Background: an optimization exercise with open tools, aiming at small area, a short achievable clock period and few clock cycles per item. Do not read the settings as production practice. At most, simulation tests tie the RTL to the original design; equivalence was not proved. Power is estimated from default activity; no workload was simulated.

onyx:
==> module frame_cipher, before the edit <==
module frame_cipher (
    input  wire        clk,
    input  wire        rst,           
    input  wire        in_valid,
    output wire        in_ready,
    input  wire [63:0] in_raw,
    input  wire [3:0]  in_len,
    output reg         out_valid,
    output wire [1:0]  out_status,    
    output reg         out_bypass,
    output reg         out_marker_ok,
    output reg         out_sum_ok,
    output wire        out_accept,
    output reg  [63:0] out_d,
    output wire [7:0]  out_opcode,
    output wire [15:0] out_value,
    output wire [1:0]  out_kind
);
    localparam [63:0] KEY    = 64'hC4C6C092_4023DC96;    
    localparam [63:0] SUBC   = 64'h844756D6_07939356;    
    localparam [7:0]  MARKER = 8'h0D;
    function [2:0] perm;
        input [2:0] j;
        case (j)
            3'd0: perm = 3'd2;
            3'd1: perm = 3'd4;
            3'd2: perm = 3'd0;
            3'd3: perm = 3'd7;
            3'd4: perm = 3'd1;
            3'd5: perm = 3'd6;
            3'd6: perm = 3'd5;
            default: perm = 3'd3;
        endcase
    endfunction
    function [7:0] lane;
        input [63:0] w;
        input [2:0]  i;
        lane = w[63 - 8*i -: 8];
    endfunction
    reg [63:0] t1;
    integer j;
    always @(*) begin
        for (j = 0; j < 8; j = j + 1)
            t1[63 - 8*j -: 8] = lane(in_raw, perm(j[2:0])) ^ lane(KEY, j[2:0]);
    end
    wire [63:0] t2 = {t1[2:0], t1[63:3]};
    reg [63:0] t3;
    integer i;
    always @(*) begin
        for (i = 0; i < 8; i = i + 1)
            t3[63 - 8*i -: 8] = lane(t2, i[2:0]) - lane(SUBC, i[2:0]);
    end
    wire        bypass = (lane(in_raw, 3'd4) == MARKER);
    wire [63:0] d      = bypass ? in_raw : t3;
    wire marker_ok = bypass | (lane(t2, 3'd4) == 8'h14);
    function sum_is;
        input [7:0] a, b, c, d, k;
        reg   [7:0] s1, c1, x, y, m, cin;
        integer n;
        begin
            s1 = a ^ b ^ c;
            c1 = {(a[6:0] & b[6:0]) | (a[6:0] & c[6:0]) | (b[6:0] & c[6:0]), 1'b0};
            x  = s1 ^ c1 ^ ~d;
            y  = {(s1[6:0] & c1[6:0]) | (s1[6:0] & ~d[6:0]) | (c1[6:0] & ~d[6:0]), 1'b0};
            m  = k - 8'd1;
            cin[0] = 1'b0;
            for (n = 1; n < 8; n = n + 1)
                cin[n] = (x[n-1] ^ y[n-1]) ? ~m[n-1] : (x[n-1] & y[n-1]);
            sum_is = &(~(x ^ y ^ m ^ cin));
        end
    endfunction
    wire sum_ok_plain = sum_is(lane(in_raw, 3'd0), lane(in_raw, 3'd1),
                               lane(in_raw, 3'd2), lane(in_raw, 3'd3), 8'h00);
    wire sum_ok_dec   = sum_is(lane(t2, 3'd0), lane(t2, 3'd1),
                               lane(t2, 3'd2), lane(t2, 3'd3), 8'h4B);
    wire sum_ok = bypass ? sum_ok_plain : sum_ok_dec;
    wire len_ok = (in_len == 4'd8);
    assign in_ready = 1'b1;
    always @(posedge clk) begin
        if (rst)
            out_valid <= 1'b0;
        else
            out_valid <= in_valid;
    end
    reg len_ok_q;
    always @(posedge clk) begin
        len_ok_q      <= len_ok;
        out_bypass    <= bypass;
        out_marker_ok <= marker_ok;
        out_sum_ok    <= sum_ok;
        out_d         <= d;
    end
    assign out_accept = out_marker_ok & out_sum_ok;
    assign out_status = {~len_ok_q, len_ok_q & ~out_accept};
    assign out_opcode = out_d[63:56];
    assign out_value  = out_d[55:40];
    reg [1:0] kind;
    always @(*) begin
        case (out_opcode)
            8'h42:   kind = 2'd0;
            8'h50:   kind = 2'd1;
            8'h41:   kind = 2'd2;
            default: kind = 2'd3;
        endcase
    end
    assign out_kind = kind;
endmodule
clock: 6.0 ns
lec_check: 0
cap_margin: 20
core_margin: 2
core_utilization: 40
slew_margin: 20
run.sh (not shown) runs the stock make flow with config.mk's settings and CLKGATE_MAP_FILE= SYNTH_SCRIPT=/design/flow/synth_recipe.tcl, a recipe that flattens the netlist after the stock synthesis.
Testbench counts of onyx, summed over its fixed seeds: cycles 12,008, items 12,000.
Here is what was changed in the inputs of ember compared with onyx.
-- flow/design.v --
<<< onyx, line 54
    wire [63:0] d      = bypass ? in_raw : t3;
    wire marker_ok = bypass | (lane(t2, 3'd4) == 8'h14);
    function sum_is;
        input [7:0] a, b, c, d, k;
        reg   [7:0] s1, c1, x, y, m, cin;
        integer n;
        begin
            s1 = a ^ b ^ c;
            c1 = {(a[6:0] & b[6:0]) | (a[6:0] & c[6:0]) | (b[6:0] & c[6:0]), 1'b0};
            x  = s1 ^ c1 ^ ~d;
            y  = {(s1[6:0] & c1[6:0]) | (s1[6:0] & ~d[6:0]) | (c1[6:0] & ~d[6:0]), 1'b0};
            m  = k - 8'd1;
            cin[0] = 1'b0;
            for (n = 1; n < 8; n = n + 1)
                cin[n] = (x[n-1] ^ y[n-1]) ? ~m[n-1] : (x[n-1] & y[n-1]);
            sum_is = &(~(x ^ y ^ m ^ cin));
        end
    endfunction
    wire sum_ok_plain = sum_is(lane(in_raw, 3'd0), lane(in_raw, 3'd1),
                               lane(in_raw, 3'd2), lane(in_raw, 3'd3), 8'h00);
    wire sum_ok_dec   = sum_is(lane(t2, 3'd0), lane(t2, 3'd1),
                               lane(t2, 3'd2), lane(t2, 3'd3), 8'h4B);
    wire sum_ok = bypass ? sum_ok_plain : sum_ok_dec;
    wire len_ok = (in_len == 4'd8);
    assign in_ready = 1'b1;
>>> ember, line 54
    wire [63:0] d      = bypass ? in_raw : t3;
    wire marker_ok = bypass | (lane(t2, 3'd4) == 8'h14);
    wire [7:0] y0 = bypass ? lane(in_raw, 3'd0) : lane(t2, 3'd0);
    wire [7:0] y1 = bypass ? lane(in_raw, 3'd1) : lane(t2, 3'd1);
    wire [7:0] y2 = bypass ? lane(in_raw, 3'd2) : lane(t2, 3'd2);
    wire [7:0] y3 = bypass ? lane(in_raw, 3'd3) : lane(t2, 3'd3);
    wire [7:0] ysum = y0 + y1 + y2 - y3;
    wire sum_ok = (ysum == (bypass ? 8'h00 : 8'h4B));
    wire len_ok = (in_len == 4'd8);
    assign in_ready = 1'b1;
[summary]
Share of synthesized cell area in full adder, half adder and majority cells for ember: 7.4 points down relative to onyx. Taking onyx as the reference point, the synthesized cell count of ember rises by about 3%. ember leaves less setup margin than onyx. ember vs onyx — leakage power of the design climbed slightly. Synthesized area is lower on ember. The final reports for ember and onyx show fmax lower in the former. Comparing onyx and ember, the higher multi-input gate area in the final layout is on onyx. Against onyx, number of non-filler instances in the completed layout in ember rose slightly. The final reports for ember and onyx show clock network fraction of total power lower in the former. [compare] base=onyx new=ember: sequential share of layout area now sits higher; part of the power in combinational logic now sits higher.
No functional check of the RTL was part of ember.


The RTL this note starts from:
==> flow/design.v <==
module frame_cipher (
    input  wire        clk,
    input  wire        rst,           
    input  wire        in_valid,
    output wire        in_ready,
    input  wire [63:0] in_raw,
    input  wire [3:0]  in_len,
    output reg         out_valid,
    output wire [1:0]  out_status,    
    output reg         out_bypass,
    output reg         out_marker_ok,
    output wire        out_sum_ok,
    output wire        out_accept,
    output reg  [63:0] out_d,
    output wire [7:0]  out_opcode,
    output wire [15:0] out_value,
    output wire [1:0]  out_kind
);
    localparam [63:0] KEY    = 64'hC4C6C092_4023DC96;    
    localparam [63:0] SUBC   = 64'h844756D6_07939356;    
    function [2:0] perm;
        input [2:0] j;
        case (j)
            3'd0: perm = 3'd2;
            3'd1: perm = 3'd4;
            3'd2: perm = 3'd0;
            3'd3: perm = 3'd7;
            3'd4: perm = 3'd1;
            3'd5: perm = 3'd6;
            3'd6: perm = 3'd5;
            default: perm = 3'd3;
        endcase
    endfunction
    function [7:0] lane;
        input [63:0] w;
        input [2:0]  i;
        lane = w[63 - 8*i -: 8];
    endfunction
    reg [63:0] t1;
    integer j;
    always @(*) begin
        for (j = 0; j < 8; j = j + 1)
            t1[63 - 8*j -: 8] = lane(in_raw, perm(j[2:0])) ^ lane(KEY, j[2:0]);
    end
    wire [63:0] t2 = {t1[2:0], t1[63:3]};
    reg [63:0] t3;
    integer i;
    always @(*) begin
        for (i = 0; i < 8; i = i + 1)
            t3[63 - 8*i -: 8] = lane(t2, i[2:0]) - lane(SUBC, i[2:0]);
    end
    wire [3:0] bypass_copy;
    genvar q;
    generate
        for (q = 0; q < 4; q = q + 1) begin : mode_
            frame_cipher_is_marker u_is_marker (.v(lane(in_raw, 3'd4)), .y(bypass_copy[q]));
        end
    endgenerate
    wire [63:0] d;
    assign d[63:48] = bypass_copy[0] ? in_raw[63:48] : t3[63:48];
    assign d[47:32] = bypass_copy[1] ? in_raw[47:32] : t3[47:32];
    assign d[31:16] = bypass_copy[2] ? in_raw[31:16] : t3[31:16];
    assign d[15:0]  = bypass_copy[3] ? in_raw[15:0]  : t3[15:0];
    wire marker_ok = bypass_copy[1] | (lane(t2, 3'd4) == 8'h14);
    wire [7:0] sum_bits_plain, sum_bits_dec;
    frame_cipher_sum_test #(.K(8'h00)) sum_test_plain (
        .a(lane(in_raw, 3'd0)), .b(lane(in_raw, 3'd1)),
        .c(lane(in_raw, 3'd2)), .d(lane(in_raw, 3'd3)), .eq(sum_bits_plain));
    frame_cipher_sum_test #(.K(8'h4B)) sum_test_dec (
        .a(lane(t2, 3'd0)), .b(lane(t2, 3'd1)),
        .c(lane(t2, 3'd2)), .d(lane(t2, 3'd3)), .eq(sum_bits_dec));
    wire [7:0] sum_bits  = bypass_copy[2] ? sum_bits_plain : sum_bits_dec;
    wire [3:0] sum_pairs = sum_bits[7:4] & sum_bits[3:0];
    wire len_ok = (in_len == 4'd8);
    assign in_ready = 1'b1;
    always @(posedge clk) begin
        if (rst)
            out_valid <= 1'b0;
        else
            out_valid <= in_valid;
    end
    reg       len_ok_q;
    reg [3:0] sum_pairs_q;
    always @(posedge clk) begin
        len_ok_q      <= len_ok;
        out_bypass    <= bypass_copy[3];
        out_marker_ok <= marker_ok;
        sum_pairs_q   <= sum_pairs;
        out_d         <= d;
    end
    assign out_sum_ok = &sum_pairs_q;
    assign out_accept = out_marker_ok & out_sum_ok;
    assign out_status = {~len_ok_q, len_ok_q & ~out_accept};
    assign out_opcode = out_d[63:56];
    assign out_value  = out_d[55:40];
    reg [1:0] kind;
    always @(*) begin
        case (out_opcode)
            8'h42:   kind = 2'd0;
            8'h50:   kind = 2'd1;
            8'h41:   kind = 2'd2;
            default: kind = 2'd3;
        endcase
    end
    assign out_kind = kind;
endmodule
module frame_cipher_sum_test #(
    parameter [7:0] K = 8'h00
) (
    input  wire [7:0] a,
    input  wire [7:0] b,
    input  wire [7:0] c,
    input  wire [7:0] d,
    output wire [7:0] eq
);
    localparam [7:0] M = K - 8'd1;
    wire [7:0] p, s1, ce, x, xy, cn;
    wire [7:0] c1, y;         
    genvar i;
    generate
        for (i = 0; i < 8; i = i + 1) begin : bit_
            frame_cipher_xor2 u_p  (.a(a[i]), .b(b[i]), .y(p[i]));
            frame_cipher_xor2 u_s1 (.a(p[i]), .b(c[i]), .y(s1[i]));
            if (i < 7) begin : carry_out
                frame_cipher_maj3 u_g (.a(a[i]), .b(b[i]), .c(c[i]), .y(c1[i+1]));
            end
            if (i == 0) begin : first
                frame_cipher_xnor2 u_x (.a(s1[0]), .b(d[0]), .y(x[0]));
                frame_cipher_and2n u_y (.a(s1[0]), .bn(d[0]), .y(y[1]));
                if (M[0]) begin : one
                    assign eq[0] = x[0];
                end else begin : zero
                    frame_cipher_xor2 u_eq (.a(s1[0]), .b(d[0]), .y(eq[0]));
                end
            end else begin : next
                frame_cipher_xnor2 u_ce (.a(c1[i]), .b(d[i]), .y(ce[i]));
                frame_cipher_xor2  u_x  (.a(s1[i]), .b(ce[i]), .y(x[i]));
                if (i < 7) begin : carry_out
                    frame_cipher_maj3n u_y (.a(s1[i]), .b(c1[i]), .cn(d[i]), .y(y[i+1]));
                end
                frame_cipher_xor2 u_xy (.a(x[i]), .b(y[i]), .y(xy[i]));
                if (i == 1) begin : second
                    if (M[0]) begin : no_carry
                        if (M[1]) begin : one
                            assign eq[1] = xy[1];
                        end else begin : zero
                            frame_cipher_xnor2 u_eq (.a(x[1]), .b(y[1]), .y(eq[1]));
                        end
                    end else begin : carry
                        if (M[1]) begin : one
                            frame_cipher_xor2 u_eq (.a(xy[1]), .b(x[0]), .y(eq[1]));
                        end else begin : zero
                            frame_cipher_xnor2 u_eq (.a(xy[1]), .b(x[0]), .y(eq[1]));
                        end
                    end
                end else begin : later
                    if (M[i-1]) begin : and_
                        frame_cipher_nand2 u_cn (.a(x[i-1]), .b(y[i-1]), .y(cn[i]));
                    end else begin : or_
                        frame_cipher_nor2 u_cn (.a(x[i-1]), .b(y[i-1]), .y(cn[i]));
                    end
                    if (M[i]) begin : one
                        frame_cipher_xnor2 u_eq (.a(xy[i]), .b(cn[i]), .y(eq[i]));
                    end else begin : zero
                        frame_cipher_xor2 u_eq (.a(xy[i]), .b(cn[i]), .y(eq[i]));
                    end
                end
            end
        end
    endgenerate
endmodule
module frame_cipher_is_marker (input wire [7:0] v, output wire y);
    wire hi0, hi1, lo0, lo1, n0, n1;
    frame_cipher_nor2  u_hi0 (.a(v[7]), .b(v[6]), .y(hi0));
    frame_cipher_nor2  u_hi1 (.a(v[5]), .b(v[4]), .y(hi1));
    frame_cipher_and2  u_lo0 (.a(v[3]), .b(v[2]), .y(lo0));
    frame_cipher_and2n u_lo1 (.a(v[0]), .bn(v[1]), .y(lo1));
    frame_cipher_nand2 u_n0  (.a(hi0), .b(hi1), .y(n0));
    frame_cipher_nand2 u_n1  (.a(lo0), .b(lo1), .y(n1));
    frame_cipher_nor2  u_y   (.a(n0), .b(n1), .y(y));
endmodule
module frame_cipher_nand2 (input wire a, input wire b, output wire y);
    assign y = ~(a & b);
endmodule
module frame_cipher_nor2 (input wire a, input wire b, output wire y);
    assign y = ~(a | b);
endmodule
module frame_cipher_and2n (input wire a, input wire bn, output wire y);
    assign y = a & ~bn;
endmodule
module frame_cipher_and2 (input wire a, input wire b, output wire y);
    assign y = a & b;
endmodule
module frame_cipher_xor2 (input wire a, input wire b, output wire y);
    assign y = a ^ b;
endmodule
module frame_cipher_xnor2 (input wire a, input wire b, output wire y);
    assign y = ~(a ^ b);
endmodule
module frame_cipher_maj3 (input wire a, input wire b, input wire c, output wire y);
    assign y = (a & b) | (a & c) | (b & c);
endmodule
module frame_cipher_maj3n (input wire a, input wire b, input wire cn, output wire y);
    assign y = (a & b) | ((a | b) & ~cn);
endmodule
Settings: LEC_CHECK=0, CAP_MARGIN=20, CORE_MARGIN=2, CORE_UTILIZATION=40, SETUP_SLACK_MARGIN=3.5, SLEW_MARGIN=20, SYNTH_HIERARCHICAL=1, SYNTH_MINIMUM_KEEP_SIZE=0; clock period 6.0 ns.
standard.sh (not shown) runs the stock make flow with config.mk's settings and CLKGATE_MAP_FILE= SYNTH_SCRIPT=/design/flow/synth_recipe.tcl, a recipe that flattens the netlist after the stock synthesis.
==> flow/flow/run.sh <==
#!/bin/bash
# The standard layout, with the port buffers made from a small buffer cell
# instead of the delay buffer buffer_ports picks by default, and a clock tree
# of larger sink clusters without dummy loads.
set -euo pipefail
bash standard.sh 'BUFFER_PORTS_ARGS=-buffer_cell sky130_fd_sc_hd__buf_1' \
  'CTS_ARGS=-sink_clustering_enable -repair_clock_nets -dont_use_dummy_load -sink_clustering_size 30 -buf_list sky130_fd_sc_hd__clkbuf_8' \
  finish > standard_flow.log 2>&1
==> next run, changes <==
--- a/flow/design.v
+++ b/flow/design.v
@@ -13,9 +13,9 @@
     output wire        out_accept,
     output reg  [63:0] out_d,
     output wire [7:0]  out_opcode,
     output wire [15:0] out_value,
-    output wire [1:0]  out_kind
+    output reg  [1:0]  out_kind
 );
     localparam [63:0] KEY    = 64'hC4C6C092_4023DC96;    
     localparam [63:0] SUBC   = 64'h844756D6_07939356;    
     function [2:0] perm;
@@ -70,8 +70,20 @@
         .a(lane(t2, 3'd0)), .b(lane(t2, 3'd1)),
         .c(lane(t2, 3'd2)), .d(lane(t2, 3'd3)), .eq(sum_bits_dec));
     wire [7:0] sum_bits  = bypass_copy[2] ? sum_bits_plain : sum_bits_dec;
     wire [3:0] sum_pairs = sum_bits[7:4] & sum_bits[3:0];
+    function [1:0] classify;
+        input [7:0] op;
+        input [7:0] offset;
+        begin
+            if (op == 8'h42 + offset)      classify = 2'd0;
+            else if (op == 8'h50 + offset) classify = 2'd1;
+            else if (op == 8'h41 + offset) classify = 2'd2;
+            else                           classify = 2'd3;
+        end
+    endfunction
+    wire [1:0] kind = bypass_copy[0] ? classify(lane(in_raw, 3'd0), 8'h00)
+                                     : classify(lane(t2, 3'd0), lane(SUBC, 3'd0));
     wire len_ok = (in_len == 4'd8);
     assign in_ready = 1'b1;
     always @(posedge clk) begin
         if (rst)
@@ -86,24 +98,15 @@
         out_bypass    <= bypass_copy[3];
         out_marker_ok <= marker_ok;
         sum_pairs_q   <= sum_pairs;
         out_d         <= d;
+        out_kind      <= kind;
     end
     assign out_sum_ok = &sum_pairs_q;
     assign out_accept = out_marker_ok & out_sum_ok;
     assign out_status = {~len_ok_q, len_ok_q & ~out_accept};
     assign out_opcode = out_d[63:56];
     assign out_value  = out_d[55:40];
-    reg [1:0] kind;
-    always @(*) begin
-        case (out_opcode)
-            8'h42:   kind = 2'd0;
-            8'h50:   kind = 2'd1;
-            8'h41:   kind = 2'd2;
-            default: kind = 2'd3;
-        endcase
-    end
-    assign out_kind = kind;
 endmodule
 module frame_cipher_sum_test #(
     parameter [7:0] K = 8'h00
 ) (
Outcome: Power rises by 1.4%; setup slack improves by 35 ps; worst hold slack improves by 24 ps; final area came out higher by 4.1%; synthesized area went up by 3.1%; utilization goes up by 0.11 points; first-iteration DRC count is higher by 54%.
No run of this note included a check of the RTL's function; only the layout flow was run.

[afterwards: timing with drivers on the ports]
The results above use ideal ports. As a check the final layouts listed here were re-extracted and re-timed, cells and wires unchanged. Step 1 sets driving cells, clkbuf_16 on the clock port and buf_2 on the other inputs (assumed; they add their load-dependent delay and slew). Step 2 adds t to the input delays and takes it off the output delays; t is the mean of the earliest and latest rising clock arrival at the registers after step 1. Input paths then give back, and output paths get back, about the clock's delay inside the block. Three values: ideal, step 1, step 2; two values: the first two.
run	t (ns)	setup slack, ns	clock arrival spread, ns	cell pins on the clock port's net
onyx	0.370	2.364 / 2.373 / 2.003	0.013 / 0.013	1
ember	0.376	0.649 / 0.649 / 0.273	0.017 / 0.017	1
the first run of note 2	0.387	3.478 / 3.445 / 3.131	0.031 / 0.031	1
the second run of note 2	0.376	3.513 / 3.524 / 3.148	0.021 / 0.022	1
After both steps setup and hold are still met in every run listed. For ember, which loses most, drivers alone change the setup slack by 0.000 ns; drivers and shift together by -0.376 ns.
